Source: an optimization exercise on an open RTL-to-GDS flow (aim: small area, a short achievable clock period and few clock cycles). Production flows keep margins and buffers that such runs may drop.
Where RTL was checked, it was by simulation tests only, not by an equivalence proof against the original.
For runs 1 and 4, only the layout was checked, not whether the RTL still works.
Power and IR drop assume default switching activity.

===== config.mk =====
export PLATFORM = sky130hd
export DESIGN_NAME = osi_cfs
export DESIGN_NICKNAME = osi_cfs
export VERILOG_FILES = /design/flow/design.v
export SDC_FILE = /design/flow/constraint.sdc
export NUM_CORES = 4
export LEC_CHECK = 0
export ABC_CLOCK_PERIOD_IN_PS = 2400
export CAP_MARGIN = 20
export CORE_MARGIN = 2
export CORE_UTILIZATION = 60
export CTS_CLUSTER_DIAMETER = 80
export CTS_CLUSTER_SIZE = 30
export PLACE_DENSITY = 0.75
export SETUP_SLACK_MARGIN = 2.6
export SLEW_MARGIN = 20

===== constraint.sdc =====
create_clock -name core_clock -period 5.0 [get_ports {clk}]
set_input_delay 1.0000 -clock core_clock [delete_from_list [all_inputs] [get_ports {clk}]]
set_output_delay 1.0000 -clock core_clock [all_outputs]
set_load 0.01 [all_outputs]

===== design.v =====
module cfs_crc_byte (
    input  wire [31:0] c,
    input  wire [7:0]  b,
    output reg  [31:0] r
);
    integer i;
    always @* begin
        r = c ^ {b, 24'h000000};
        for (i = 0; i < 8; i = i + 1)
            r = r[31] ? ({r[30:0], 1'b0} ^ 32'h04C11DB7) : {r[30:0], 1'b0};
    end
endmodule
module cfs_frame_opc (
    input  wire [1:0] op,      
    input  wire [7:0] a,
    output reg  [7:0] opc
);
    always @* begin
        case (op)
            2'd1:    opc = 8'h00;    
            2'd2:    opc = 8'h01;    
            2'd3:    opc = 8'h02;    
            default: opc = a;        
        endcase
    end
endmodule
module cfs_payload (
    input  wire         clk,
    input  wire         clr,       
    input  wire [3:0]   phase_n,   
    input  wire         we,        
    input  wire [9:0]   wcnt,      
    input  wire [7:0]   wdata,
    output wire [255:0] row,       
    output wire [255:0] r0         
);
    reg [4095:0] ring;
    reg [127:0]  stg;
    reg [31:0]   en_q;
    wire [3:0] ptr   = wcnt[3:0];
    wire [5:0] h     = wcnt[9:4];
    wire       wrap  = we && (ptr == 4'd15);
    wire [3:0] ph    = phase_n;
    wire [4:0] ph1   = {1'b0, ph} + 5'd1;
    wire cl_a = (h == {1'b0, ph, 1'b0});
    wire ch_a = (h == {1'b0, ph, 1'b1});
    wire ph_a = (h == {ph1, 1'b0});
    wire [5:0] h1 = h + 6'd1;
    wire cl_b = (h1 == {1'b0, ph, 1'b0});
    wire ch_b = (h1 == {1'b0, ph, 1'b1});
    wire ph_b = (h1 == {ph1, 1'b0});
    wire cur_lo = wrap ? cl_b : cl_a;
    wire cur_hi = wrap ? ch_b : ch_a;
    wire prv_hi = wrap ? ph_b : ph_a;
    reg [15:0] thr;     
    reg [31:0] en_n;
    integer k;
    always @* begin
        for (k = 0; k < 16; k = k + 1) begin
            thr[k]       = we ? (!wrap && k <= ptr) : (k < ptr);
            en_n[k]      = thr[k] ? cur_lo : cur_hi;
            en_n[16 + k] = thr[k] ? cur_hi : prv_hi;
        end
    end
    always @(posedge clk)
        en_q <= clr ? 32'h0 : en_n;
    wire [255:0] r15 = ring[4095:3840];
    genvar j;
    generate
        for (j = 0; j < 16; j = j + 1) begin : g_lane
            always @(posedge clk)
                if (we && wcnt[3:0] == j)
                    stg[8*j +: 8] <= wdata;
            assign row[8*j +: 8]     = en_q[j]      ? stg[8*j +: 8] : r15[8*j +: 8];
            assign row[128+8*j +: 8] = en_q[16 + j] ? stg[8*j +: 8] : r15[128+8*j +: 8];
        end
    endgenerate
    always @(posedge clk)
        ring <= {ring[3839:0], row};
    assign r0 = ring[255:0];
endmodule
module osi_cfs (
    input  wire         clk,
    input  wire         rst,
    input  wire         cmd_valid,
    output wire         cmd_ready,
    input  wire [43:0]  cmd_word,
    output reg          rsp_valid,
    output reg  [2:0]   rsp_code,
    output wire [255:0] rsp_data
);
    localparam [3:0] OP_NOP = 4'h0, OP_CRC_INIT = 4'h1, OP_CRC_BYTE = 4'h2, OP_CRC_READ = 4'h3,
                     OP_FRAME_RAW = 4'h4, OP_FRAME_QUIT = 4'h5, OP_FRAME_READ = 4'h6,
                     OP_FRAME_WRITE = 4'h7, OP_RX_START = 4'h8, OP_RX_BYTE = 4'h9,
                     OP_RX_STATUS = 4'hA, OP_PAY_READ = 4'hB, OP_SMP_COUNT = 4'hC,
                     OP_SMP_GET = 4'hD, OP_CFG_SETVPS = 4'hE, OP_CFG_GETVPS = 4'hF;
    localparam [2:0] E_OK = 3'd0, E_LENGTH = 3'd1, E_CHECKSUM = 3'd2, E_CONFIG = 3'd4,
                     E_NOT_ARMED = 3'd5;
    localparam [1:0] SD_IDLE = 2'd0, SD_RECEIVING = 2'd1, SD_DONE = 2'd2;
    localparam [3:0] PHASE_START = 4'd8;
    localparam [31:0] CRC_OPC_READ  = 32'h4AC9A203;
    localparam [31:0] CRC_OPC_WRITE = 32'h478A84DA;
    localparam [31:0] QUIT_CSUM     = 32'hB8EF4463;
    reg         cmdv_q;
    reg  [15:0] opd_q;      
    reg  [43:0] cmd_q;
    reg  [7:0]  a_q;        
    reg         ready_q;
    reg  [3:0]  wait_q;
    reg  [4:0]  bsel_q;     
    assign cmd_ready = ready_q;
    wire accept = cmd_valid & ready_q & ~rst;
    wire [7:0]  a  = cmd_q[39:32];
    wire [31:0] w  = cmd_q[31:0];
    reg [31:0] crc_q;
    reg [31:0] rxcrc_q;
    reg [31:0] rxsum_q;
    reg [9:0]  rxcnt_q;
    reg [9:0]  plen_q;      
    reg [1:0]  sdst_q;
    reg        valid_q;     
    reg [15:0] vps_q;
    reg        vps16_q;     
    reg        rxpay_q;     
    reg [3:0]  phase_q;     
    wire armed    = (sdst_q == SD_RECEIVING);
    wire sd_done  = (sdst_q == SD_DONE);
    wire read_err = (opd_q[OP_PAY_READ] && !valid_q) ||
                    (opd_q[OP_SMP_GET] && !(valid_q && vps16_q));
    wire done     = cmdv_q && (wait_q == 4'd0 || read_err);
    wire [31:0] crc_step;
    cfs_crc_byte u_crc (.c(crc_q), .b(a_q), .r(crc_step));
    reg  [7:0]   fb_q;
    reg  [104:0] data_q;
    wire [7:0]   frame_opc;
    cfs_frame_opc u_fopc (.op(cmd_q[41:40]), .a(a), .opc(frame_opc));
    wire         frame_nz = opd_q[OP_FRAME_RAW] && a == 8'h00;    
    wire [31:0]  frame_n  = frame_nz ? 32'h0 : w;
    wire         fstep0   = (wait_q == 4'd4) || (wait_q == 4'd3 && cmd_q[41]);
    wire [31:0]  fr_init  = !cmd_q[41] ? 32'hFFFFFFFF :      
                            cmd_q[40]  ? CRC_OPC_WRITE : CRC_OPC_READ;
    wire [31:0]  fr_c     = fstep0 ? fr_init : ~data_q[71:40];
    wire [31:0]  fr_step;
    cfs_crc_byte u_fr (.c(fr_c), .b(fb_q), .r(fr_step));
    wire        rx_lead    = (rxcnt_q == 10'd0);
    wire        rx_last    = (rxcnt_q == 10'd516);
    wire [31:0] rxsum_new  = {rxsum_q[23:0], a_q};
    wire        verdict    = (~rxcrc_q == rxsum_new);
    wire [31:0] rx_step;
    cfs_crc_byte u_rxcrc (.c(rxcrc_q), .b(a_q), .r(rx_step));
    wire        do_rxstart = opd_q[OP_RX_START];
    wire        do_rxbyte  = opd_q[OP_RX_BYTE] && armed;
    wire        pay_we     = opd_q[OP_RX_BYTE] && rxpay_q;
    wire        clr_n   = rst || do_rxstart;
    wire [3:0]  phase_n = rst ? 4'd0 : do_rxstart ? PHASE_START : phase_q + 4'd1;
    wire [255:0] row, r0;
    cfs_payload u_payload (
        .clk(clk), .clr(clr_n), .phase_n(phase_q + 4'd1), .we(pay_we), .wcnt(plen_q),
        .wdata(a_q), .row(row), .r0(r0)
    );
    always @(posedge clk) begin
        phase_q <= phase_n;
        if (rst) begin
            crc_q   <= 32'hFFFFFFFF;
            rxcrc_q <= 32'hFFFFFFFF;
            rxsum_q <= 32'h0;
            rxcnt_q <= 10'd0;
            plen_q  <= 10'd0;
            sdst_q  <= SD_IDLE;
            valid_q <= 1'b0;
            vps_q   <= 16'd16;
            vps16_q <= 1'b1;
            rxpay_q <= 1'b0;
        end else begin
            if (opd_q[OP_CRC_INIT]) crc_q <= 32'hFFFFFFFF;
            if (opd_q[OP_CRC_BYTE]) crc_q <= crc_step;
            if (do_rxstart) begin
                sdst_q  <= SD_RECEIVING;
                rxcnt_q <= 10'd0;
                plen_q  <= 10'd0;
                rxcrc_q <= 32'hFFFFFFFF;
                rxsum_q <= 32'h0;
                valid_q <= 1'b0;
                rxpay_q <= 1'b0;
            end
            if (do_rxbyte) begin
                if (rxpay_q) begin
                    rxcrc_q <= rx_step;
                    plen_q  <= plen_q + 10'd1;
                end
                rxpay_q <= rx_lead || (rxpay_q && plen_q != 10'd511);
                if (plen_q[9]) rxsum_q <= rxsum_new;
                rxcnt_q <= rxcnt_q + 10'd1;
                if (rx_last) begin
                    sdst_q  <= SD_DONE;
                    valid_q <= verdict;
                end
            end
            if (opd_q[OP_CFG_SETVPS]) begin
                vps_q   <= w[15:0];
                vps16_q <= (w[15:0] == 16'd16);
            end
        end
    end
    wire [3:0]  in_op    = cmd_word[43:40];
    wire        in_read  = (in_op == OP_PAY_READ) || (in_op == OP_SMP_GET);
    wire [3:0]  in_row   = (in_op == OP_SMP_GET) ? cmd_word[3:0] : cmd_word[8:5];
    wire [3:0]  in_dist  = in_row + ~phase_q;
    wire [3:0]  in_wait  = (in_op == OP_FRAME_RAW) ? 4'd4 :
                           (in_op == OP_FRAME_READ || in_op == OP_FRAME_WRITE) ? 4'd3 :
                           in_read ? in_dist : 4'd0;
    reg [7:0] fb_next;
    always @* begin
        case (wait_q[2:0])
            3'd4:    fb_next = frame_n[7:0];
            3'd3:    fb_next = frame_n[15:8];
            3'd2:    fb_next = frame_n[23:16];
            default: fb_next = frame_n[31:24];
        endcase
    end
    always @(posedge clk) begin
        a_q <= cmd_word[39:32];
        if (accept) begin
            cmd_q  <= cmd_word;
            bsel_q <= cmd_word[4:0];
        end
        fb_q <= !accept ? fb_next : in_op[1] ? cmd_word[7:0] : cmd_word[39:32];
        if (rst) begin
            cmdv_q  <= 1'b0;
            opd_q   <= 16'h0;
            ready_q <= 1'b1;
            wait_q  <= 4'd0;
        end else if (accept) begin
            cmdv_q  <= 1'b1;
            opd_q   <= 16'h1 << in_op;
            ready_q <= (in_wait == 4'd0);
            wait_q  <= in_wait;
        end else begin
            cmdv_q  <= cmdv_q && !done;
            opd_q   <= done ? 16'h0 : opd_q;
            ready_q <= !cmdv_q || done || wait_q == 4'd1;
            wait_q  <= (wait_q == 4'd0) ? 4'd0 : wait_q - 4'd1;
        end
    end
    reg [2:0]   code;
    reg [104:0] data;
    wire [7:0]  pay_byte = row[8*bsel_q +: 8];
    wire        rd_len   = (opd_q[OP_PAY_READ] || (opd_q[OP_SMP_GET] && vps16_q)) && !sd_done;
    wire        rd_cks   = (opd_q[OP_PAY_READ] || (opd_q[OP_SMP_GET] && vps16_q)) && sd_done && !valid_q;
    wire        rd_cfg   = (opd_q[OP_SMP_COUNT] || opd_q[OP_SMP_GET]) && !vps16_q;
    always @* begin
        code = E_OK;
        if (rd_cfg) code = E_CONFIG;
        if (rd_len) code = E_LENGTH;
        if (rd_cks) code = E_CHECKSUM;
        if (opd_q[OP_RX_BYTE] && !armed) code = E_NOT_ARMED;
        data = 105'b0;
        if (opd_q[OP_CRC_READ]) data[31:0] = ~crc_q;
        if (opd_q[OP_FRAME_QUIT]) data[71:40] = QUIT_CSUM;
        if (opd_q[OP_FRAME_RAW] || opd_q[OP_FRAME_READ] || opd_q[OP_FRAME_WRITE])
            data[71:0] = {~fr_step, frame_n, frame_opc};
        if (opd_q[OP_RX_BYTE]) begin
            if (!armed) data[1:0] = sdst_q;
            else if (rx_last) data[1:0] = {verdict, 1'b1};
        end
        if (opd_q[OP_RX_STATUS]) begin
            data[31:0]  = rxsum_q;
            data[63:32] = ~rxcrc_q;
            data[73:64] = rxcnt_q;
            data[89:80] = plen_q;
            data[97:96] = sdst_q;
            data[104]   = valid_q;
        end
        if (rd_len) begin
            data[31:0]  = 32'd512;
            data[41:32] = plen_q;
        end
        if (rd_cks) begin
            data[31:0]  = rxsum_q;
            data[63:32] = ~rxcrc_q;
        end
        if (opd_q[OP_PAY_READ] && valid_q) data[7:0] = pay_byte;
        if (opd_q[OP_SMP_COUNT] && vps16_q) data[31:0] = 32'd16;
        if (rd_cfg || opd_q[OP_CFG_GETVPS]) data[15:0] = vps_q;
        if (opd_q[OP_SMP_GET] && vps16_q && valid_q) data = row[104:0];
    end
    always @(posedge clk) begin
        rsp_valid <= done && !rst;
        rsp_code  <= code;
        data_q    <= data;
    end
    assign rsp_data = {r0[255:105], data_q[104], r0[103:98], data_q[97:96], r0[95:90],
                       data_q[89:80], r0[79:74], data_q[73:0]};
endmodule

===== run.sh =====
#!/bin/bash
# synth_recipe.tcl (not shown) runs the flow's synth.tcl, then flattens the netlist and writes it again
# the make line also repeats each setting of config.mk as NAME=value (left out here)
make -C /OpenROAD-flow-scripts/flow DESIGN_CONFIG=/design/flow/config.mk WORK_HOME=/design/flow/orfs CLKGATE_MAP_FILE= SYNTH_SCRIPT=/design/flow/synth_recipe.tcl finish

==> run_results.csv, run 1 <==
group,metric,value,unit
status,status,"finished with violations",
status,so_faults,"antenna violations",
clock_tree,holdBufCountCts,0,
routing,vias,50400,
power_and_ir_drop,power_density,492,mW/mm^2
floorplan,start_util,0.605,
placed_design,post-place-cells,9310,
placed_design,gp_congestion,0.948,
clock_tree,cts_max_level,4,
worst_setup_path,r2r_slack,2.18,ns
yosys,yosys_warnings,4,
floorplan,dieArea,0.186,mm^2
routing,wl,253000,um
floorplan,die_h,431,um
floorplan,core,0.181,mm^2
sta,relSlewSlack,0.294,
routing,via_per_inst,5.10,
yosys,avgSynthCellArea,15.8,um^2
sta,drv_slew,0,
yosys,syn_nets,6990,
global_routing,antenna_found_initial,32,
clock_tree,cts_tree,"built",
sta,post-route-period-util,0.564,
sta,hold_viol,0,
routing,drc_errors,0,
routing,drt_pre_antenna_iters,6,
floorplan,io_pins,308,
clock_tree,cts_buffers,183,
yosys,syn_inst,6930,
worst_setup_path,worstPathRequired,5.78,ns
placed_design,dp_hpwl,163000,um
global_routing,grt_pass1_vias,49600,
yosys,synth_area,0.110,mm^2
yosys,synth_edf_count,170,
yosys,ys.flop_type,"dfxtp_1",
worst_setup_path,cp-start-kind,"flop",
clock_tree,clockBufferDepth,3,
placed_design,numPortBuffers,307,
hold_path,whs_path_depth,0,
sta,worst_clock_skew,0.0579,ns
yosys,synth_seq_cells,4567,
floorplan,rows,156,
worst_setup_path,reg2reg_to,"data_q[50]",
yosys,async_flop_share,0,
run,cap_violations,0,
yosys,synth_cell_types,84,
hold_path,holdPathEnd,"u_payload.ring[2226]",
sta,rsz0062_at_grt,"yes",
cells_and_area,finalCoreUtilization,0.692,
cells_and_area,fin_nets,7449,
clock_tree,cts_sinks,4567,
worst_setup_path,crit_path_max_fanout,5,
floorplan,die_w,431,um
sta,fmax,355,MHz
sta,finalSetupTns,0,ns
clock_tree,clock_latency,0.89,ns
yosys,ys_seq_area_frac,0.850,
routing,wl_per_cell,25.6,um
cells_and_area,drive_gt1_frac,0.224,
hold_path,min_from,"u_payload.ring[1970]",
sta,finalSetupViolCount,0,
clock_tree,clk_pin_slew_worst_paths,0.11,ns
clock_tree,cts-root-buf,"clkbuf_16",
sta,worst_pin_slew,1.05,ns
sta,period_needed,2.82,ns
cells_and_area,area_growth,14.4,%
cells_and_area,finalNonFillerCells,9873,
worst_setup_path,endpoint_kind,"flop",
global_routing,grt_max_degree,66,
worst_setup_path,worstRegToRegCells,8,
worst_setup_path,r2r-start,"wait_q[3]",
hold_path,hold_class,"reg2reg",
global_routing,grt_pass1_wl,352000,um
global_routing,grt_overflow,0,
power_and_ir_drop,p_leak,0.0496,uW
worst_setup_path,crit_type,"reg2reg",
routing,drtAntennaViolNets,1,
worst_setup_path,arrival,3.60,ns
routing,first_iter_violations,4659,
power_and_ir_drop,vdd_drop_max,0.000415,V
global_routing,grtUsageTotal,0.267,
==> layout by cell type (no fill, tap or decap), drive strengths merged, types with 10 or more instances in the layout <==
cell type and count:
a211oi 23, a21oi 161, a31oi 11, and2 17, and3 11, buf 596
clkbuf 245, clkdlybuf4s50 41, clkinv 23, dfxtp 4397, diode 18, edfxtp 170
ha 12, inv 67, mux2 231, mux2i 79, mux4 62, nand2 255
nand2b 12, nand3 81, nand4 10, nor2 239, nor2b 10, nor3 63
nor4 12, o211ai 51, o21a 10, o21ai 129, o221ai 18, o22ai 20
o31ai 37, or2 11, or3 13, xnor2 179, xor2 80
==> worst max-delay path: stages, from the launching register on <==
cell     delay (ns)
dfxtp_4        0.37
or4b_4         0.59
o311a_4        0.16
or3_4          0.35
and4_4         0.22
or4_4          0.41
nand4_1        0.10
or3b_1         0.34
a22o_1         0.18
==> repair_timing <==
action                                  in CTS  in global routing
hold endpoints to repair                     0                  0
resized for setup                         2041                147
pin swaps                                   66                100
gates cloned                                 8                  3
endpoints found under the setup margin     498                296
setup buffers                              182                 70
==> worst max-delay path by stage <==
stage / depth (start not counted) / to / startpoint / slack, ns
floorplan: 12 / wait_q[3] / cmd_word[41] / 2.12
global placement: 13 / wait_q[3] / cmd_word[41] / 1.06
detailed placement: 13 / wait_q[3] / cmd_word[41] / 1.12
CTS: 8 / data_q[50] / wait_q[0] / 2.19
global route: 8 / data_q[50] / wait_q[3] / 2.13
finish: 8 / data_q[50] / wait_q[3] / 2.18
==> flip-flops by register name (all words and copies together), names as in the netlist, 8 cells and up <==
signal	flops
rxcnt_q	10
u_payload.en_q	32
u_payload.ring	4096
opd_q	15
cmd_q	42
a_q	8
crc_q	32
plen_q	10
rxcrc_q	32
rxsum_q	32
vps_q	16
fb_q	8
u_payload.stg	128
data_q	87
==> per-stage QoR <==
stage               instance area [um^2]  total power (uW)  hold WS, ns  setup slack, ns
floorplan                         110000             41900        0.310             2.12
global placement                  114000             43200        0.309             1.06
detailed placement                114000             43300        0.312             1.12
CTS                               124000             61600        0.303             2.19
global route                      125000             63500        0.299             2.13
finish                            125000             61600        0.300             2.18
==> cells in the mapped netlist, types with 51 or more instances <==
| cell | count | area, um^2 |
|---|---|---|
| mux2_2 | 231 | 2600 |
| o21ai_0 | 129 | 646 |
| nand2_1 | 255 | 957 |
| clkbuf_1 | 178 | 668 |
| dfxtp_1 | 4397 | 88000 |
| a21oi_1 | 159 | 796 |
| xnor2_1 | 174 | 1520 |
| edfxtp_1 | 170 | 5100 |
| buf_4 | 170 | 1280 |
| nor2_1 | 238 | 893 |
| xor2_1 | 80 | 701 |
| nand3_1 | 80 | 400 |
| nor3_1 | 63 | 315 |
| inv_1 | 51 | 191 |
| mux2i_1 | 79 | 791 |
| mux4_2 | 62 | 1400 |
| o211ai_1 | 51 | 383 |
==> where the power goes <==
part           internal, uW  switching, uW  total, uW
logic                  1820           1800       3630
registers             38900            918      39800
clock network          7220          11000      18200
==> layout make-up <==
type	count	area, um^2
fill	11500	55800
clock buffer	245	4900
clock inverter	36	738
antenna	18	45.0
tap	2370	2970
multi-input combinational	1939	16200
timing repair buffer	640	6370
inverter	57	254
timing repair inverter	1	5.00
sequential	4567	93900
==> per-layer routing <==
layer,part of all wire,routed length (um),up-vias,global-route usage
met4,0.047,11800,0,0.108
met1,0.44,112000,24900,0.376
met2,0.46,116000,1682,0.421
met3,0.053,13500,438,0.0355
li1,-,-,23300,-
met5,0,0,-,0
==> kinds of logic after synthesis <==
| group | count (synthesis) | share of synthesized area |
|---|---|---|
| DFF | 4567 | 0.850 |
| and+or+nand+nor | 757 | 0.0311 |
| AOI/OAI and AO/OA | 524 | 0.0300 |
| buffers and inverters | 427 | 0.0206 |
| muxes | 372 | 0.0437 |
| xor gates and xnor gates | 270 | 0.0233 |
| adders and majority gates | 13 | 0.00155 |
==> run 2: changes to the inputs <==
--- a/design.v
+++ b/design.v
@@ -31,4 +31,6 @@
     input  wire         we,        
     input  wire [9:0]   wcnt,      
+    input  wire [5:0]   hp1,       
+    input  wire [5:0]   hm1,       
     input  wire [7:0]   wdata,
     output wire [255:0] row,       
@@ -41,16 +43,11 @@
     wire [5:0] h     = wcnt[9:4];
     wire       wrap  = we && (ptr == 4'd15);
-    wire [3:0] ph    = phase_n;
-    wire [4:0] ph1   = {1'b0, ph} + 5'd1;
-    wire cl_a = (h == {1'b0, ph, 1'b0});
-    wire ch_a = (h == {1'b0, ph, 1'b1});
-    wire ph_a = (h == {ph1, 1'b0});
-    wire [5:0] h1 = h + 6'd1;
-    wire cl_b = (h1 == {1'b0, ph, 1'b0});
-    wire ch_b = (h1 == {1'b0, ph, 1'b1});
-    wire ph_b = (h1 == {ph1, 1'b0});
-    wire cur_lo = wrap ? cl_b : cl_a;
-    wire cur_hi = wrap ? ch_b : ch_a;
-    wire prv_hi = wrap ? ph_b : ph_a;
+    wire [4:0] ph    = {1'b0, phase_n};
+    wire e_a = (h[5:1] == ph);
+    wire e_b = (hp1[5:1] == ph);
+    wire e_m = (hm1[5:1] == ph);
+    wire cur_lo = wrap ? (e_b && !hp1[0]) : (e_a && !h[0]);
+    wire cur_hi = wrap ? (e_b && hp1[0])  : (e_a && h[0]);
+    wire prv_hi = wrap ? (e_a && h[0])    : (e_m && hm1[0]);
     reg [15:0] thr;     
     reg [31:0] en_n;
@@ -124,4 +121,8 @@
     reg        rxpay_q;     
     reg [3:0]  phase_q;     
+    reg [3:0]  phase1_q;    
+    reg [5:0]  hp1_q;       
+    reg [5:0]  hm1_q;       
+    reg        fstep0_q;    
     wire armed    = (sdst_q == SD_RECEIVING);
     wire sd_done  = (sdst_q == SD_DONE);
@@ -137,5 +138,5 @@
     wire         frame_nz = opd_q[OP_FRAME_RAW] && a == 8'h00;    
     wire [31:0]  frame_n  = frame_nz ? 32'h0 : w;
-    wire         fstep0   = (wait_q == 4'd4) || (wait_q == 4'd3 && cmd_q[41]);
+    wire         fstep0   = fstep0_q;
     wire [31:0]  fr_init  = !cmd_q[41] ? 32'hFFFFFFFF :      
                             cmd_q[40]  ? CRC_OPC_WRITE : CRC_OPC_READ;
@@ -153,12 +154,18 @@
     wire        pay_we     = opd_q[OP_RX_BYTE] && rxpay_q;
     wire        clr_n   = rst || do_rxstart;
-    wire [3:0]  phase_n = rst ? 4'd0 : do_rxstart ? PHASE_START : phase_q + 4'd1;
+    wire [3:0]  phase_n = rst ? 4'd0 : do_rxstart ? PHASE_START : phase1_q;
     wire [255:0] row, r0;
     cfs_payload u_payload (
-        .clk(clk), .clr(clr_n), .phase_n(phase_q + 4'd1), .we(pay_we), .wcnt(plen_q),
+        .clk(clk), .clr(clr_n), .phase_n(phase1_q), .we(pay_we), .wcnt(plen_q),
+        .hp1(hp1_q), .hm1(hm1_q),
         .wdata(a_q), .row(row), .r0(r0)
     );
+    wire [9:0] plen_n = (rst || do_rxstart) ? 10'd0 :
+                        (do_rxbyte && rxpay_q) ? plen_q + 10'd1 : plen_q;
     always @(posedge clk) begin
-        phase_q <= phase_n;
+        phase_q  <= phase_n;
+        phase1_q <= phase_n + 4'd1;
+        hp1_q    <= plen_n[9:4] + 6'd1;
+        hm1_q    <= plen_n[9:4] - 6'd1;
         if (rst) begin
             crc_q   <= 32'hFFFFFFFF;
@@ -206,5 +213,5 @@
     wire        in_read  = (in_op == OP_PAY_READ) || (in_op == OP_SMP_GET);
     wire [3:0]  in_row   = (in_op == OP_SMP_GET) ? cmd_word[3:0] : cmd_word[8:5];
-    wire [3:0]  in_dist  = in_row + ~phase_q;
+    wire [3:0]  in_dist  = in_row - phase1_q;
     wire [3:0]  in_wait  = (in_op == OP_FRAME_RAW) ? 4'd4 :
                            (in_op == OP_FRAME_READ || in_op == OP_FRAME_WRITE) ? 4'd3 :
@@ -229,4 +236,5 @@
             cmdv_q  <= 1'b0;
             opd_q   <= 16'h0;
+            fstep0_q <= 1'b0;
             ready_q <= 1'b1;
             wait_q  <= 4'd0;
@@ -234,4 +242,5 @@
             cmdv_q  <= 1'b1;
             opd_q   <= 16'h1 << in_op;
+            fstep0_q <= (in_op == OP_FRAME_RAW || in_op == OP_FRAME_READ || in_op == OP_FRAME_WRITE);
             ready_q <= (in_wait == 4'd0);
             wait_q  <= in_wait;
@@ -239,4 +248,5 @@
             cmdv_q  <= cmdv_q && !done;
             opd_q   <= done ? 16'h0 : opd_q;
+            fstep0_q <= 1'b0;
             ready_q <= !cmdv_q || done || wait_q == 4'd1;
             wait_q  <= (wait_q == 4'd0) ? 4'd0 : wait_q - 4'd1;
==> run 2 against run 1 <==
The run now finishes clean; critical path depth is 2 lower; via count down 1.7%; maximum frequency grew 7.4%; register-to-register slack better by 0.19 ns; global-route usage decreased by 1.1 points; cell area down 0.86%; clock skew fell by 0.0070 ns; worst setup slack gained 0.19 ns; critical endpoint is now data_q[5]; hold slack got worse by 0.0061 ns.
==> run_results.csv, run 2 <==
group,metric,value,unit
sta,relSlewSlack,0.263,
routing,drt_pre_antenna_iters,8,
placed_design,placed_area,0.115,mm^2
floorplan,rows,157,
sta,finalSetupViolCount,0,
clock_tree,cts_sinks,4579,
routing,vias,49500,
yosys,synth.largest_area_cell,"dfxtp_1",
routing,drc_errors,0,
sta,worst_clock_skew,0.0508,ns
clock_tree,cts_buffers,183,
hold_path,hold_class,"reg2reg",
global_routing,grt_max_degree,66,
placed_design,gp_congestion,0.964,
cells_and_area,final_area,0.124,mm^2
clock_tree,clk_pin_slew_worst_paths,0.11,ns
routing,wl_per_cell,24.6,um
sta,fmax,381,MHz
yosys,ys_seq_area_frac,0.846,
sta,finalSetupTns,0,ns
floorplan,dieArea,0.187,mm^2
power_and_ir_drop,power_density,463,mW/mm^2
cells_and_area,largest_reg_flops,4096,
yosys,syn_nets,7048,
status,status,"finished clean",
floorplan,core,0.183,mm^2
yosys,synth.top_cell.area_share,0.799,
floorplan,die_h,433,um
worst_setup_path,crit_type,"reg2reg",
global_routing,grt_pass1_vias,48700,
routing,first_iter_violations,4701,
yosys,yosys_warnings,4,
yosys,ys.flop_type,"dfxtp_1",
floorplan,io_pins,308,
worst_setup_path,cp-start-kind,"flop",
worst_setup_path,path_cells,"mux2i_2, inv_1, mux4_2, mux4_2, o21a_1, a221o_1",
global_routing,antenna_found_initial,43,
power_and_ir_drop,p_leak,0.0488,uW
global_routing,grtUsageTotal,0.256,
yosys,avgSynthCellArea,15.8,um^2
clock_tree,cts_max_level,4,
cells_and_area,layout_commonest_cell,"dfxtp_1",
routing,via_per_inst,5.00,
cells_and_area,top_register,"u_payload.ring",
sta,setup_ws,2.38,ns
sta,drv_slew,0,
worst_setup_path,worstPathRequired,5.76,ns
sta,worst_pin_slew,1.10,ns
sta,rsz0062_at_grt,"yes",
worst_setup_path,max_stage_delay,0.54,ns
yosys,async_flop_share,0,
sta,hold_viol,0,
yosys,synth_most_common_cell,"dfxtp_1",
worst_setup_path,cp_slowest_cell,"dfxtp_2",
sta,post-route-period-util,0.525,
worst_setup_path,cp_common_cell,"mux4_2",
yosys,synth_edf_count,170,
yosys,synth_top_cells_by_count,"4409 x dfxtp_1, 246 x nor2_1, 243 x mux2_2",
worst_setup_path,crit_path_max_fanout,8,
worst_setup_path,crit_family,"multiplexers",
routing,drtAntennaViolNets,0,
yosys,syn_inst,6988,
clock_tree,cts_tree,"built",
cells_and_area,area_growth,12.5,%
worst_setup_path,arrival,3.38,ns
run,cap_violations,0,
floorplan,start_util,0.604,
power_and_ir_drop,vdd_drop_max,0.000449,V
yosys,synth_area_leaders,"dfxtp_1 80%, edfxtp_1 4.6%, mux2_2 2.5%, xnor2_1 1.5%, mux2i_1 1.2%",
worst_setup_path,path_buf_inv,1,
global_routing,grt_pass1_wl,340000,um
clock_tree,holdBufCountCts,0,
placed_design,pre_cts_slack,1.30,ns
cells_and_area,layout_common_cells,"4100 x dfxtp_1, 250 x buf_6, 232 x mux2_2",
placed_design,dp_hpwl,161000,um
cells_and_area,fin_nets,7392,
cells_and_area,reg.largest.list,"u_payload.ring x4096, u_payload.stg x128, data_q x87",
yosys,synth_cell_types,82,
placed_design,numPortBuffers,307,
worst_setup_path,endpoint_kind,"flop",
global_routing,grt_overflow,0,
clock_tree,clockBufferDepth,3,
clock_tree,clock_latency,0.89,ns
cells_and_area,drive_gt1_frac,0.207,
clock_tree,cts-root-buf,"clkbuf_16",
yosys,synth_seq_cells,4579,
sta,period_needed,2.62,ns
floorplan,die_w,433,um
yosys,synth_area,0.110,mm^2
routing,wl,244000,um
## run 2: worst register-to-register path, delay by kind of cell (launching register included)
kind,cells,cell delay [ns]
muxes,3,1.38
DFF,1,0.54
AOI/OAI and AO/OA,2,0.46
buffers and inverters,1,0.13
## run 2: cell families (layout without fill, tap and decap cells)
kind of cell,Yosys count,in the layout,synth area share
flops,4579,4579,0.846
xor+xnor,282,282,0.0252
other cells,0,17,0
buf+inv,450,881,0.0218
fa+ha+maj,13,13,0.00154
simple gates,724,726,0.0308
compound gates,519,519,0.0289
mux,421,421,0.0462
## run 2: cell type report
class,count,area (um^2)
antenna,17,42.5
clock buffer,240,4880
clock inverter,34,567
fill,11900,58600
inverter,76,305
multi-input combinational,1961,15900
sequential,4579,94100
tap,2464,3080
timing repair buffer,530,5390
timing repair inverter,1,5.00
## run 2: what timing repair did
| action | CTS | global route |
|---|---|---|
| gates cloned | 6 | 1 |
| gates resized for setup | 1882 | 126 |
| setup endpoints to repair | 477 | 264 |
| pin swaps | 35 | 35 |
| buffers inserted | 117 | 37 |
## run 2: final timing paths
| path | from | end | slack [ns] | depth (start not counted) |
|---|---|---|---|---|
| max reg2reg | u_payload.en_q[0] | data_q[5] | 2.38 | 6 |
| min | u_payload.ring[63] | u_payload.ring[319] | 0.29 | 0 |
| min reg2reg | u_payload.ring[63] | u_payload.ring[319] | 0.29 | 0 |
| max | u_payload.en_q[0] | data_q[5] | 2.38 | 6 |
## run 2: power breakdown
part	switching [uW]	leakage (uW)	internal, uW
logic	1310	0.00893	1220
registers	231	0.0373	36800
clock network	10800	0.00262	7150
## run 2: metal layers
layer	share of wire	track usage	vias to the layer above
met1	0.44	0.353	24200
met4	0.053	0.118	16
met3	0.058	0.0447	473
met2	0.45	0.398	1623
li1	-	-	23200
met5	0.00040	0	-
## run 2: metrics by stage
stage	instances	util	power, uW	hold WS (ns)
after floorplan	6988	-	39100	0.310
after global placement	9450	0.629	39800	0.309
after detailed placement	9450	0.630	39800	0.312
after CTS	9847	0.674	57500	0.296
after global routing	9887	0.679	59200	0.291
final	9902	0.680	57500	0.294
Testbench counts of run 2, summed over its fixed seeds: cycles 35,722.
==> run 3: changes to the inputs <==
==> flow/run.sh (new file) <==
#!/bin/bash
# Layout: the standard flow (standard.sh) unchanged, except that the
# port buffers ORFS inserts at placement are buf_8 cells instead of the
# default delay-buffer cells. The full make output goes to flow_make.log.
set -euo pipefail
bash standard.sh "BUFFER_PORTS_ARGS=-buffer_cell sky130_fd_sc_hd__buf_8" finish > flow_make.log 2>&1
==> standard.sh (new file) <==
#!/bin/bash
# synth_recipe.tcl (not shown) runs the flow's synth.tcl, then flattens the netlist and writes it again
# the make line also repeats each setting of config.mk as NAME=value (left out here)
make -C /OpenROAD-flow-scripts/flow DESIGN_CONFIG=/design/flow/config.mk WORK_HOME=/design/flow/orfs CLKGATE_MAP_FILE= SYNTH_SCRIPT=/design/flow/synth_recipe.tcl "${@:-finish}"
--- a/config.mk
+++ b/config.mk
@@ -9,8 +9,8 @@
 export CAP_MARGIN = 20
 export CORE_MARGIN = 2
-export CORE_UTILIZATION = 60
+export CORE_UTILIZATION = 75
 export CTS_CLUSTER_DIAMETER = 80
-export CTS_CLUSTER_SIZE = 30
-export PLACE_DENSITY = 0.75
+export CTS_CLUSTER_SIZE = 24
+export PLACE_DENSITY = 0.85
 export SETUP_SLACK_MARGIN = 2.6
 export SLEW_MARGIN = 20
removed: run.sh
==> run 3 against run 2 <==
The flow now stops in global routing (5_1_grt); synthesized cell count unchanged; synthesized area unchanged.
==> run_results.csv, run 3 <==
group,metric,value,unit
yosys,avgSynthCellArea,15.8,um^2
yosys,synth_area,0.110,mm^2
yosys,synth_seq_cells,4579,
yosys,synth_cell_types,82,
clock_tree,cts_sinks,4579,
yosys,ys.flop_type,"dfxtp_1",
yosys,synth.largest_area_cell,"dfxtp_1",
placed_design,dp_hpwl,194000,um
yosys,synth_fa_ha_area_frac,0.00154,
yosys,async_flop_share,0,
clock_tree,clockBufferDepth,3,
clock_tree,cts-root-buf,"clkbuf_16",
yosys,syn_nets,7048,
placed_design,post-place-cells,8910,
yosys,synthSimpleGateAreaFrac,0.0308,
yosys,synth-compound-area-share,0.0289,
yosys,synth_edf_count,170,
yosys,synth_top_cells_by_count,"4409 x dfxtp_1, 246 x nor2_1, 243 x mux2_2",
status,status,"stopped before the end",
sta,grt-worst-endpoint,"data_q[3]$_DFF_P_/D",
floorplan,die_h,388,um
global_routing,antenna_found_initial,127,
global_routing,grtUsageTotal,0.687,
yosys,ys_seq_area_frac,0.846,
placed_design,pre_cts_slack,1.60,ns
floorplan,rows,140,
clock_tree,cts_buffers,212,
yosys,synth_area_leaders,"dfxtp_1 80%, edfxtp_1 4.6%, mux2_2 2.5%, xnor2_1 1.5%, mux2i_1 1.2%",
global_routing,grt_overflow,50,
status,stop_stage,"global routing (5_1_grt)",
placed_design,gp_congestion,0.988,
global_routing,grt_max_degree,92,
clock_tree,cts_max_level,4,
yosys,syn_inst,6988,
status,stop_error,"[ERROR GRT-0232] Routing congestion too high. Check the congestion heatmap in the GUI.",
yosys,synth_top_family_by_area,"multiplexers",
floorplan,die_w,388,um
floorplan,io_pins,308,
yosys,synthXorXnorAreaFrac,0.0252,
yosys,synth.top_cell.area_share,0.799,
yosys,synth_most_common_cell,"dfxtp_1",
yosys,yosys_warnings,4,
placed_design,numPortBuffers,307,
floorplan,start_util,0.757,
sta,worst-ep-kind,"register input",
yosys,muxShareOfSynthArea,0.0462,
[run 3: worst min path at each step]
stage	depth (start not counted)	slack (ns)	endpoint	start
2_1_floorplan	0	0.31	u_payload.ring[1000]	u_payload.ring[744]
3_3_place_gp	0	0.31	u_payload.ring[2230]	u_payload.ring[1974]
3_5_place_dp	0	0.31	u_payload.ring[3915]	u_payload.ring[3659]
4_1_cts	1	0.21	a_q[1]	cmd_word[33]
[run 3: cell families after synthesis]
family / Yosys count
muxes: 421
AOI/OAI and AO/OA: 519
adders and majority gates: 13
xor gates and xnor gates: 282
and+or+nand+nor: 724
DFF: 4579
buffers and inverters: 450
[run 3: per-layer routing]
metal	GRT usage	overflow
met1	0.680	0
met2	0.871	27
met3	0.533	5
met4	0.644	18
met5	0.289	0
[run 3: power by group through the flow]
stage          registers, uW  clock network, uW  logic [uW]
4_1_cts                37000              19300        2430
3_5_place_dp           37900                  0        1990
2_1_floorplan          37800                  0        1260
3_3_place_gp           37900                  0        1960
[run 3: metrics by stage]
stage	area, um^2	hold slack (ns)
after CTS	126000	0.213
after detailed placement	116000	0.312
after global placement	116000	0.310
after floorplan	111000	0.310
[run 3: what timing repair did]
item / 4_1_cts
endpoints found under the setup margin: 520
hold buffers: 0
pin swaps: 48
gates resized for setup: 757
gates cloned: 8
setup buffers: 145
==> run 4: changes to the inputs <==
--- a/design.v
+++ b/design.v
@@ -125,9 +125,12 @@
     reg [5:0]  hm1_q;       
     reg        fstep0_q;    
+    reg        pstep_q;     
     wire armed    = (sdst_q == SD_RECEIVING);
     wire sd_done  = (sdst_q == SD_DONE);
     wire read_err = (opd_q[OP_PAY_READ] && !valid_q) ||
                     (opd_q[OP_SMP_GET] && !(valid_q && vps16_q));
-    wire done     = cmdv_q && (wait_q == 4'd0 || read_err);
+    wire pay_ok   = opd_q[OP_PAY_READ] && valid_q;
+    wire pstep1   = pay_ok && wait_q == 4'd0 && !pstep_q;
+    wire done     = cmdv_q && ((wait_q == 4'd0 && !pstep1) || read_err);
     wire [31:0] crc_step;
     cfs_crc_byte u_crc (.c(crc_q), .b(a_q), .r(crc_step));
@@ -243,11 +246,13 @@
             opd_q   <= 16'h1 << in_op;
             fstep0_q <= (in_op == OP_FRAME_RAW || in_op == OP_FRAME_READ || in_op == OP_FRAME_WRITE);
-            ready_q <= (in_wait == 4'd0);
+            ready_q <= (in_wait == 4'd0) && (in_op != OP_PAY_READ);
             wait_q  <= in_wait;
+            pstep_q <= 1'b0;
         end else begin
             cmdv_q  <= cmdv_q && !done;
             opd_q   <= done ? 16'h0 : opd_q;
             fstep0_q <= 1'b0;
-            ready_q <= !cmdv_q || done || wait_q == 4'd1;
+            ready_q <= !cmdv_q || done || pstep1 || (wait_q == 4'd1 && !pay_ok);
+            pstep_q <= pstep1;
             wait_q  <= (wait_q == 4'd0) ? 4'd0 : wait_q - 4'd1;
         end
@@ -255,5 +260,6 @@
     reg [2:0]   code;
     reg [104:0] data;
-    wire [7:0]  pay_byte = row[8*bsel_q +: 8];
+    wire [63:0] pay_grp  = row[64*bsel_q[4:3] +: 64];
+    wire [7:0]  pay_byte = data_q[8*bsel_q[2:0] +: 8];
     wire        rd_len   = (opd_q[OP_PAY_READ] || (opd_q[OP_SMP_GET] && vps16_q)) && !sd_done;
     wire        rd_cks   = (opd_q[OP_PAY_READ] || (opd_q[OP_SMP_GET] && vps16_q)) && sd_done && !valid_q;
@@ -290,5 +296,5 @@
             data[63:32] = ~rxcrc_q;
         end
-        if (opd_q[OP_PAY_READ] && valid_q) data[7:0] = pay_byte;
+        if (pay_ok) data[63:0] = pstep_q ? {56'h0, pay_byte} : pay_grp;
         if (opd_q[OP_SMP_COUNT] && vps16_q) data[31:0] = 32'd16;
         if (rd_cfg || opd_q[OP_CFG_GETVPS]) data[15:0] = vps_q;
--- a/config.mk
+++ b/config.mk
@@ -9,8 +9,8 @@
 export CAP_MARGIN = 20
 export CORE_MARGIN = 2
-export CORE_UTILIZATION = 75
+export CORE_UTILIZATION = 60
 export CTS_CLUSTER_DIAMETER = 80
 export CTS_CLUSTER_SIZE = 24
-export PLACE_DENSITY = 0.85
+export PLACE_DENSITY = 0.75
 export SETUP_SLACK_MARGIN = 2.6
 export SLEW_MARGIN = 20
==> run 4 against run 3 <==
Now clean on timing, DRC and antenna; synthesized area rose by 0.13%; synthesized cell count rose by 0.63%.
==> run_results.csv, run 4 <==
group,metric,value,unit
placed_design,pre_cts_slack,1.53,ns
routing,via_per_inst,5.06,
power_and_ir_drop,p_leak,0.0494,uW
clock_tree,cts_tree,"built",
cells_and_area,regArea,0.0943,mm^2
routing,wl_met1,105000,um
routing,wl,252000,um
sta,finalSetupViolCount,0,
worst_setup_path,worstPathRequired,4.00,ns
sta,relSlewSlack,0.314,
cells_and_area,top_register,"u_payload.ring",
floorplan,rows,157,
cells_and_area,area_growth,13.8,%
sta,period_needed,2.63,ns
cells_and_area,n_fill_cell,11700,
floorplan,die_w,433,um
clock_tree,cts_buffers,214,
cells_and_area,layout_common_cells,"4106 x dfxtp_1, 309 x buf_8, 219 x mux2_2",
routing,vias,50300,
yosys,ys.flop_type,"dfxtp_1",
yosys,syn_nets,7092,
run,cap_violations,0,
yosys,ys_seq_area_frac,0.846,
sta,whs,0.224,ns
routing,drc_errors,0,
yosys,synth_seq_cells,4580,
routing,dr_wl_met2,116000,um
clock_tree,clockBufferDepth,3,
yosys,synth_area,0.111,mm^2
yosys,synth.top_cell.area_share,0.797,
clock_tree,clk_pin_slew_worst_paths,0.09,ns
floorplan,io_pins,308,
worst_setup_path,cp_slowest_cell,"edfxtp_1",
yosys,avgSynthCellArea,15.7,um^2
cells_and_area,drive_gt1_frac,0.202,
yosys,yosys_warnings,4,
worst_setup_path,endpoint_kind,"output pin",
clock_tree,cts_max_level,4,
global_routing,antenna_found_initial,24,
floorplan,die_h,433,um
power_and_ir_drop,power_density,464,mW/mm^2
placed_design,dp_hpwl,168000,um
sta,hold_viol,0,
clock_tree,cts_sinks,4580,
worst_setup_path,max_stage_delay,0.54,ns
sta,worst_clock_skew,0.0576,ns
yosys,synth.largest_area_cell,"dfxtp_1",
yosys,synth_edf_count,179,
global_routing,grt_pass1_wl,355000,um
cells_and_area,layout_commonest_cell,"dfxtp_1",
sta,finalSetupTns,0,ns
yosys,syn_inst,7032,
global_routing,grt_max_degree,89,
sta,worst_pin_slew,1.03,ns
sta,fmax,381,MHz
routing,first_iter_violations,4280,
cells_and_area,reg.largest.list,"u_payload.ring x4096, u_payload.stg x128, data_q x87",
worst_setup_path,path_buf_inv,1,
floorplan,core,0.183,mm^2
cells_and_area,fin_nets,7447,
routing,wl_per_cell,25.4,um
global_routing,grt_pass1_vias,50200,
placed_design,numPortBuffers,307,
hold_path,hold_class,"in2reg",
floorplan,start_util,0.604,
placed_design,gp_congestion,1.03,
worst_setup_path,crit_type,"reg2out",
cells_and_area,multi_input_area,0.0157,mm^2
global_routing,grt_overflow,0,
routing,drt_pre_antenna_iters,6,
worst_setup_path,crit_path_max_fanout,1,
power_and_ir_drop,vdd_drop_max,0.000407,V
routing,highest_layer,"met5",
worst_setup_path,path_cells,"buf_8",
yosys,synth_cell_types,73,
clock_tree,cts-root-buf,"clkbuf_16",
sta,post-route-period-util,0.525,
clock_tree,clock_latency,0.90,ns
yosys,async_flop_share,0,
routing,drtAntennaViolNets,0,
routing,dr_wl_met3,14400,um
status,status,"finished clean",
yosys,synth_top_cells_by_count,"4401 x dfxtp_1, 231 x nor2_1, 224 x nand2_1",
power_and_ir_drop,finalPower,58400,uW
cells_and_area,largest_reg_flops,4096,
floorplan,dieArea,0.188,mm^2
yosys,synth_area_leaders,"dfxtp_1 80%, edfxtp_1 4.9%, mux2_2 2.2%, mux4_2 1.4%, xnor2_1 1.3%",
clock_tree,holdBufCountCts,0,
sta,rsz0062_at_grt,"yes",
worst_setup_path,crit_family,"flip-flops",
sta,setup_ws,2.37,ns
sta,drv_slew,0,
worst_setup_path,arrival,1.63,ns
global_routing,grtUsageTotal,0.267,
yosys,synth_most_common_cell,"dfxtp_1",
worst_setup_path,cp-start-kind,"flop",
run 4: changes by cell type after synthesis, moves of 24 or more:
cell      delta
clkbuf_1    +33
mux2i_1     -28
mux4_2      +25
mux2_2      -24
nand2_1     +47
or2_2       -27
o21ai_0     +58
nor3_1      -37
o31ai_1     +27
xor2_1      +33
nand3_1     +42
nand3b_1    -27
run 4: power breakdown:
part           total [uW]  switching (uW)  leakage (uW)  internal (uW)
logic                2390            1260       0.00922           1120
registers           37000             232        0.0373          36800
clock network       19000           10900       0.00293           8060
total               58400           12400        0.0494          45900
run 4: cell type report:
| type | instances | share of cell area |
|---|---|---|
| multi-input combinational | 1992 | 0.124 |
| timing repair inverter | 2 | 0.000119 |
| tap | 2464 | 0.0245 |
| inverter | 78 | 0.00242 |
| antenna | 7 | 0.000139 |
| clock inverter | 29 | 0.00402 |
| sequential | 4580 | 0.749 |
| timing repair buffer | 519 | 0.0512 |
| clock buffer | 272 | 0.0444 |
run 4: timing repair:
item                       4_1_cts  5_1_grt
pin swaps                       18       21
buffers inserted               133       24
gates cloned                     3        1
gates resized for setup        574       81
setup endpoints to repair      572      391
run 4: worst paths after layout:
kind,from,slack (ns),cells after the start,to
max,data_q[1],2.37,1,rsp_data[1]
min,cmd_word[39],0.22,1,a_q[7]
max reg2reg,opd_q[13],2.56,5,rsp_code[2]
min reg2reg,u_payload.ring[511],0.30,0,u_payload.ring[767]
run 4: through the flow:
stage                     instance area, um^2  std cells   util
after global placement                 117000       9474  0.637
after CTS                              125000       9911  0.684
after detailed placement               117000       9474  0.637
after floorplan                        111000       7032      -
after global routing                   126000       9936  0.687
final                                  126000       9943  0.688
run 4: logic make-up (layout without fill, tap and decap cells):
kind of cell | Yosys count | in the layout | share of synthesized area
other cells | 0 | 7 | 0
compound gates | 587 | 588 | 0.0320
flops | 4580 | 4580 | 0.846
buf+inv | 461 | 900 | 0.0216
xor+xnor | 286 | 286 | 0.0244
mux | 393 | 393 | 0.0461
simple gates | 712 | 712 | 0.0289
fa+ha+maj | 13 | 13 | 0.00154
run 4: layer usage:
metal	vias to the layer above	global-route usage
met5	-	0
met4	6	0.148
met3	530	0.0461
met2	1690	0.424
met1	24600	0.351
li1	23400	-
run 4: worst reg2reg max path, stage by stage (launching register included):
cell,delay (ns)
dfxtp_1,0.44
and2_2,0.34
o22ai_2,0.17
buf_4,0.38
o21ai_0,0.38
o21ai_1,0.57
==> run 5: changes to the inputs <==
--- a/design.v
+++ b/design.v
@@ -261,5 +261,6 @@
     reg [104:0] data;
     wire [63:0] pay_grp  = row[64*bsel_q[4:3] +: 64];
-    wire [7:0]  pay_byte = data_q[8*bsel_q[2:0] +: 8];
+    wire [63:0] pay_held = data_q[71:8];
+    wire [7:0]  pay_byte = pay_held[8*bsel_q[2:0] +: 8];
     wire        rd_len   = (opd_q[OP_PAY_READ] || (opd_q[OP_SMP_GET] && vps16_q)) && !sd_done;
     wire        rd_cks   = (opd_q[OP_PAY_READ] || (opd_q[OP_SMP_GET] && vps16_q)) && sd_done && !valid_q;
@@ -296,5 +297,5 @@
             data[63:32] = ~rxcrc_q;
         end
-        if (pay_ok) data[63:0] = pstep_q ? {56'h0, pay_byte} : pay_grp;
+        if (pay_ok) data[71:0] = pstep_q ? {64'h0, pay_byte} : {pay_grp, 8'h0};
         if (opd_q[OP_SMP_COUNT] && vps16_q) data[31:0] = 32'd16;
         if (rd_cfg || opd_q[OP_CFG_GETVPS]) data[15:0] = vps_q;
==> run 5 against run 4 <==
Combinational power is 2% higher; first-iteration DRC count is 5.7% higher; cell count is 0.44% higher; maximum frequency is 6.3% higher; critical path type unchanged.
==> run_results.csv, run 5 <==
group,metric,value,unit
sta,worst_clock_skew,0.0744,ns
cells_and_area,top_register,"u_payload.ring",
yosys,async_flop_share,0,
clock_tree,holdBufCountCts,0,
yosys,synth_area_leaders,"dfxtp_1 79%, edfxtp_1 4.6%, mux2_2 2.2%, mux4_2 1.6%, xnor2_1 1.3%",
yosys,synth_edf_count,171,
worst_setup_path,cp_slowest_cell,"dfxtp_4",
sta,rsz0062_at_grt,"yes",
clock_tree,cts_sinks,4580,
routing,drc_errors,0,
cells_and_area,largest_reg_flops,4096,
floorplan,dieArea,0.189,mm^2
worst_setup_path,endpoint_kind,"output pin",
yosys,syn_inst,7005,
power_and_ir_drop,intPower,46400,uW
routing,vias,51200,
power_and_ir_drop,p_comb_frac,0.041,
floorplan,die_w,434,um
global_routing,grt_overflow,0,
cells_and_area,layout_commonest_cell,"dfxtp_1",
sta,hold_viol,0,
sta,finalSetupViolCount,0,
routing,drt_pre_antenna_iters,5,
global_routing,grt_max_degree,68,
yosys,synth.largest_area_cell,"dfxtp_1",
yosys,avgSynthCellArea,15.9,um^2
global_routing,grt_pass1_wl,381000,um
yosys,yosys_warnings,4,
routing,drtAntennaViolNets,0,
worst_setup_path,crit_path_max_fanout,2,
sta,fmax,405,MHz
sta,worst_pin_slew,1.36,ns
sta,finalSetupTns,0,ns
floorplan,core,0.183,mm^2
power_and_ir_drop,swShare,0.217,
yosys,ys_seq_area_frac,0.841,
sta,post-route-period-util,0.494,
status,status,"finished clean",
hold_path,hold_class,"in2reg",
routing,wl,274000,um
global_routing,antenna_found_initial,34,
clock_tree,clockBufferDepth,3,
worst_setup_path,crit_family,"flip-flops",
worst_setup_path,max_stage_delay,0.45,ns
yosys,synth_area,0.111,mm^2
worst_setup_path,crit_type,"reg2out",
cells_and_area,reg.largest.list,"u_payload.ring x4096, u_payload.stg x128, data_q x87",
placed_design,dp_hpwl,180000,um
yosys,synth_seq_cells,4580,
yosys,synth_most_common_cell,"dfxtp_1",
power_and_ir_drop,power_density,467,mW/mm^2
power_and_ir_drop,p_leak,0.0500,uW
cells_and_area,layout_common_cells,"4093 x dfxtp_1, 309 x buf_8, 228 x nor2_1",
clock_tree,clk_pin_slew_worst_paths,0.09,ns
routing,first_iter_violations,4525,
power_and_ir_drop,p_seq_frac,0.626,
cells_and_area,fin_nets,7469,
worst_setup_path,path_buf_inv,1,
sta,drv_slew,0,
clock_tree,cts_max_level,4,
floorplan,die_h,434,um
cells_and_area,drive_gt1_frac,0.214,
global_routing,grt_pass1_vias,51800,
sta,period_needed,2.47,ns
sta,whs,0.240,ns
worst_setup_path,cp-start-kind,"flop",
worst_setup_path,arrival,1.47,ns
clock_tree,cts_tree,"built",
clock_tree,cts-root-buf,"clkbuf_16",
routing,via_per_inst,5.13,
power_and_ir_drop,vdd_drop_max,0.000409,V
floorplan,start_util,0.605,
placed_design,gp_congestion,0.978,
power_and_ir_drop,clockPowerShare,0.332,
clock_tree,clock_latency,0.91,ns
placed_design,numPortBuffers,307,
yosys,synth.top_cell.area_share,0.795,
power_and_ir_drop,switchingPower,12900,uW
sta,relSlewSlack,0.0829,
routing,wl_per_cell,27.4,um
worst_setup_path,worstPathRequired,4.00,ns
yosys,synth_top_cells_by_count,"4409 x dfxtp_1, 240 x nor2_1, 216 x mux2_2",
worst_setup_path,path_cells,"buf_8",
yosys,ys.flop_type,"dfxtp_1",
yosys,synth_cell_types,84,
global_routing,grtUsageTotal,0.289,
cells_and_area,area_growth,14.3,%
yosys,syn_nets,7065,
clock_tree,cts_buffers,220,
floorplan,rows,157,
floorplan,io_pins,308,
run,cap_violations,0,
cells_and_area,finalCoreUtilization,0.692,
## run 5: final cells by class
class | count | area [um^2]
antenna | 17 | 42.5
clock buffer | 284 | 5810
clock inverter | 35 | 629
fill | 11700 | 56500
inverter | 82 | 348
multi-input combinational | 1964 | 16100
sequential | 4580 | 94200
tap | 2464 | 3080
timing repair buffer | 560 | 6770
timing repair inverter | 1 | 5.00
## run 5: logic make-up after synthesis
kind of cell | after synthesis | synth area share
compound gates | 530 | 0.0308
xor+xnor | 285 | 0.0268
fa+ha+maj | 13 | 0.00153
buf+inv | 467 | 0.0218
flops | 4580 | 0.841
mux | 387 | 0.0464
simple gates | 743 | 0.0314
## run 5: power groups by stage
stage / logic (uW) / clock network, uW / registers, uW
2_1_floorplan: 1310 / 0 / 37900
3_3_place_gp: 2080 / 0 / 38100
3_5_place_dp: 2050 / 0 / 38100
4_1_cts: 2290 / 19900 / 37100
5_1_grt: 2530 / 21200 / 37100
6_report: 2440 / 19700 / 37100
## run 5: final timing paths
check                      startpoint                   end  slack (ns)  depth (start not counted)
hold / removal           cmd_word[33]                a_q[1]        0.24                          1
setup / recovery           data_q[61]          rsp_data[61]        2.53                          1
setup reg to reg            opd_q[12]             data_q[1]        2.54                          5
hold reg to reg   u_payload.ring[829]  u_payload.ring[1085]        0.28                          0
## run 5: metrics by stage
step           power [uW]  instance area [um^2]  std cells  setup slack (ns)
2_1_floorplan       39200                111000       7005              2.12
3_3_place_gp        40100                117000       9459             0.933
3_5_place_dp        40100                117000       9461              1.44
4_1_cts             59400                126000       9920              2.46
5_1_grt             60900                127000       9973              2.50
6_report            59300                127000       9987              2.53
## run 5: what timing repair did
| item | in CTS | in global routing |
|---|---|---|
| resized for setup | 536 | 86 |
| setup endpoints to repair | 470 | 296 |
| pin swaps | 24 | 19 |
| setup buffers | 133 | 47 |
| hold endpoints to repair | 0 | 0 |
| cloned | 7 | 3 |
## run 5: layer usage
layer  track usage  wire length, um  vias to the layer above
met5             0               13                        -
met1         0.386           117000                    25500
met2         0.464           128000                     1631
met3        0.0431            14300                      484
li1              -                -                    23600
met4         0.138            14600                        2
Testbench counts of run 5, summed over its fixed seeds: cycles 35,930.
==> run 6: changes to the inputs <==
==> flow/run.sh (replaced) <==
#!/bin/bash
# Layout: the standard flow (standard.sh) unchanged, except that
#  - the port buffers ORFS inserts at placement are buf_4 cells instead of
#    the default delay-buffer cells, and
#  - clock tree synthesis inserts no dummy loads (same clustering settings as
#    config.mk's CTS_CLUSTER_SIZE / CTS_CLUSTER_DIAMETER).
# The full make output goes to flow_make.log.
set -euo pipefail
bash standard.sh "BUFFER_PORTS_ARGS=-buffer_cell sky130_fd_sc_hd__buf_4" \
  "CTS_ARGS=-sink_clustering_enable -repair_clock_nets -sink_clustering_size 24 -sink_clustering_max_diameter 80 -dont_use_dummy_load" \
  finish > flow_make.log 2>&1
==> run 6 against run 5 <==
Hold slack improved by 0.020 ns; clock-buffer cell count decreased by 67; first-iteration DRC count decreased by 7.4%; worst setup slack about the same; power decreased by 2.8%; die area unchanged; critical endpoint is now hm1_q[5]; largest power group unchanged; highest routed layer unchanged.
==> run_results.csv, run 6 <==
group,metric,value,unit
cells_and_area,area_growth,11.7,%
power_and_ir_drop,swShare,0.208,
cells_and_area,layout_common_cells,"4107 x dfxtp_1, 306 x buf_4, 229 x nor2_1",
worst_setup_path,crit_family,"simple AND/OR/NAND/NOR gates",
clock_tree,cts_sinks,4580,
cells_and_area,finalNonFillerCells,9843,
yosys,synth_area,0.111,mm^2
routing,highest_layer,"met5",
routing,first_iter_violations,4191,
worst_setup_path,max_stage_delay,0.67,ns
worst_setup_path,arrival,3.26,ns
sta,worst_pin_slew,1.07,ns
sta,worst_clock_skew,0.119,ns
floorplan,die_h,434,um
yosys,synth_edf_count,171,
yosys,synth_top_cells_by_count,"4409 x dfxtp_1, 240 x nor2_1, 216 x mux2_2",
sta,rsz0062_at_grt,"yes",
floorplan,die_w,434,um
clock_tree,clockBufferDepth,3,
cells_and_area,drive_gt1_frac,0.205,
global_routing,grt_pass1_wl,363000,um
yosys,avgSynthCellArea,15.9,um^2
yosys,synth.top_cell.area_share,0.795,
routing,drc_errors,0,
clock_tree,cts-root-buf,"clkbuf_16",
sta,relSlewSlack,0.287,
global_routing,grt_overflow,0,
power_and_ir_drop,p_leak,0.0489,uW
sta,hold_viol,0,
clock_tree,cts_buffers,217,
yosys,yosys_warnings,4,
global_routing,grt_max_degree,78,
sta,finalSetupViolCount,0,
placed_design,dp_hpwl,174000,um
status,status,"finished clean",
floorplan,core,0.183,mm^2
yosys,synth-compound-area-share,0.0308,
power_and_ir_drop,p_comb_frac,0.041,
clock_tree,clk_pin_slew_worst_paths,0.10,ns
sta,drv_slew,0,
yosys,synth.largest_area_cell,"dfxtp_1",
worst_setup_path,cp-start-kind,"flop",
yosys,async_flop_share,0,
routing,dr_wl_met2,121000,um
run,cap_violations,0,
sta,post-route-period-util,0.494,
routing,drtAntennaViolNets,0,
yosys,syn_nets,7065,
floorplan,dieArea,0.189,mm^2
worst_setup_path,crit_path_max_fanout,67,
floorplan,start_util,0.605,
power_and_ir_drop,switchingPower,12000,uW
yosys,synthSimpleGateAreaFrac,0.0314,
yosys,synth_most_common_cell,"dfxtp_1",
cells_and_area,n_fill_cell,12000,
floorplan,rows,157,
sta,whs,0.261,ns
sta,period_needed,2.47,ns
routing,via_per_inst,5.12,
routing,wl_per_cell,26.4,um
routing,vias,50400,
placed_design,post-place-cells,9449,
power_and_ir_drop,vdd_drop_max,0.000407,V
placed_design,numPortBuffers,307,
worst_setup_path,path_cells,"buf_4, nor2_1, o21ai_1, inv_1, nor3_1, nor3b_1, xnor2_1",
yosys,ys_seq_area_frac,0.841,
worst_setup_path,path_buf_inv,2,
hold_path,hold_class,"in2reg",
cells_and_area,fin_nets,7429,
yosys,synth_area_leaders,"dfxtp_1 79%, edfxtp_1 4.6%, mux2_2 2.2%, mux4_2 1.6%, xnor2_1 1.3%",
routing,drt_pre_antenna_iters,6,
cells_and_area,reg.largest.list,"u_payload.ring x4096, u_payload.stg x128, data_q x87",
clock_tree,cts_max_level,4,
sta,fmax,405,MHz
power_and_ir_drop,p_seq_frac,0.644,
power_and_ir_drop,clockPowerShare,0.315,
yosys,synth_seq_cells,4580,
routing,wl,260000,um
worst_setup_path,cp_slowest_cell,"buf_4",
clock_tree,clock_latency,0.91,ns
power_and_ir_drop,intPower,45700,uW
yosys,ys.flop_type,"dfxtp_1",
worst_setup_path,crit_type,"reg2reg",
placed_design,gp_congestion,0.966,
worst_setup_path,worstPathRequired,5.79,ns
cells_and_area,layout_commonest_cell,"dfxtp_1",
yosys,muxShareOfSynthArea,0.0464,
sta,finalSetupTns,0,ns
cells_and_area,top_register,"u_payload.ring",
clock_tree,holdBufCountCts,0,
global_routing,grtUsageTotal,0.274,
routing,dr_wl_met3,12200,um
global_routing,grt_pass1_vias,50400,
clock_tree,cts_tree,"built",
yosys,synthXorXnorAreaFrac,0.0268,
yosys,synth_cell_types,84,
yosys,syn_inst,7005,
yosys,synth_top_family_by_area,"multiplexers",
worst_setup_path,endpoint_kind,"flop",
global_routing,antenna_found_initial,35,
floorplan,io_pins,308,
yosys,synth_fa_ha_area_frac,0.00153,
cells_and_area,largest_reg_flops,4096,
power_and_ir_drop,power_density,465,mW/mm^2
routing,wl_met1,112000,um
[run 6: cell counts after synthesis]
No cell type changed its count.
[run 6: power groups by stage]
stage               Clock [uW]  Sequential (uW)  Combinational, uW
CTS                      18400            37100               2170
detailed placement           0            38100               1930
finish                   18200            37100               2360
global route             19700            37100               2480
floorplan                    0            37900               1310
global placement             0            38100               1950
[run 6: worst paths after layout]
path / to / cells after the start / startpoint / slack (ns)
min: a_q[7] / 1 / cmd_word[39] / 0.26
max: hm1_q[5] / 7 / opd_q[8] / 2.53
max reg2reg: hm1_q[5] / 7 / opd_q[8] / 2.53
min reg2reg: u_payload.ring[1332] / 0 / u_payload.ring[1076] / 0.27
[run 6: layout make-up]
class	instances	area, um^2	area share
sequential	4580	94100	0.759
clock buffer	217	5430	0.0438
antenna	12	30.0	0.000242
timing repair buffer	527	4940	0.0398
inverter	82	339	0.00273
tap	2464	3080	0.0249
multi-input combinational	1960	16100	0.130
timing repair inverter	1	7.51	0.0000605
[run 6: metal layers]
metal | vias to the layer above | GRT usage
li1 | 23300 | -
met1 | 25100 | 0.368
met2 | 1493 | 0.442
met3 | 471 | 0.0351
met4 | 8 | 0.133
met5 | - | 0
[run 6: timing repair]
item                       4_1_cts  5_1_grt
setup endpoints to repair      518      201
buffers inserted               130       31
gates cloned                     3        1
resized for setup              688       93
pin swaps                       19       11
[run 6: metrics by stage]
| step | util | instance area (um^2) | setup WS (ns) | total power, uW |
|---|---|---|---|---|
| floorplan | - | 111000 | 2.12 | 39200 |
| global placement | 0.626 | 115000 | 0.878 | 40000 |
| detailed placement | 0.626 | 115000 | 1.18 | 40000 |
| CTS | 0.672 | 123000 | 2.51 | 57700 |
| global route | 0.676 | 124000 | 2.49 | 59300 |
| finish | 0.676 | 124000 | 2.53 | 57700 |
[run 6: worst register-to-register path, cell delays in order (launching register included)]
cell	delay (ns)
dfxtp_1	0.41
buf_4	0.67
nor2_1	0.31
o21ai_1	0.23
inv_1	0.12
nor3_1	0.31
nor3b_1	0.27
xnor2_1	0.15
[run 6: cell families (layout without fill, tap and decap cells)]
logic type	count (synthesis)	count (layout)
AND/OR/NAND/NOR	743	745
AO/OA/AOI/OAI	530	530
multiplexers	387	387
adder cells (fa/ha/maj)	13	13
other	0	12
XOR/XNOR	285	285
flip-flops	4580	4580
buffers and inverters	467	827

## static timing again, ports no longer ideal
No port has a modelled driver above. Below, the same layouts with a new extraction and two added sets of constraints. Step 1 (the two cells are an assumption about what drives the block):
set clk [get_ports {clk}]
set_driving_cell -lib_cell sky130_fd_sc_hd__clkbuf_16 $clk
set_driving_cell -lib_cell sky130_fd_sc_hd__buf_2 [delete_from_list [all_inputs] $clk]
Step 2 also shifts input and output timing later by t, the mid clock arrival at the registers, as if the neighbouring blocks saw the same clock. Slacks: ideal ports / drivers / drivers and shift; pairs: ideal ports / drivers.
| run | t (ns) | slack for setup (ns) | worst register clock-pin slew, ns | pins driven straight from the clock port |
|---|---|---|---|---|
| run 1 | 0.953 | 2.181 / 2.181 / 1.649 | 0.11 / 0.11 | 1 |
| run 2 | 0.962 | 2.375 / 2.375 / 1.769 | 0.12 / 0.12 | 1 |
| run 4 | 0.966 | 2.373 / 2.281 / 1.629 | 0.10 / 0.10 | 1 |
| run 5 | 0.965 | 2.528 / 2.434 / 1.895 | 0.11 / 0.11 | 1 |
| run 6 | 0.940 | 2.528 / 2.486 / 1.716 | 0.10 / 0.10 | 1 |
For run 6, which loses most, drivers alone change the setup slack by -0.042 ns; drivers and shift together by -0.812 ns.
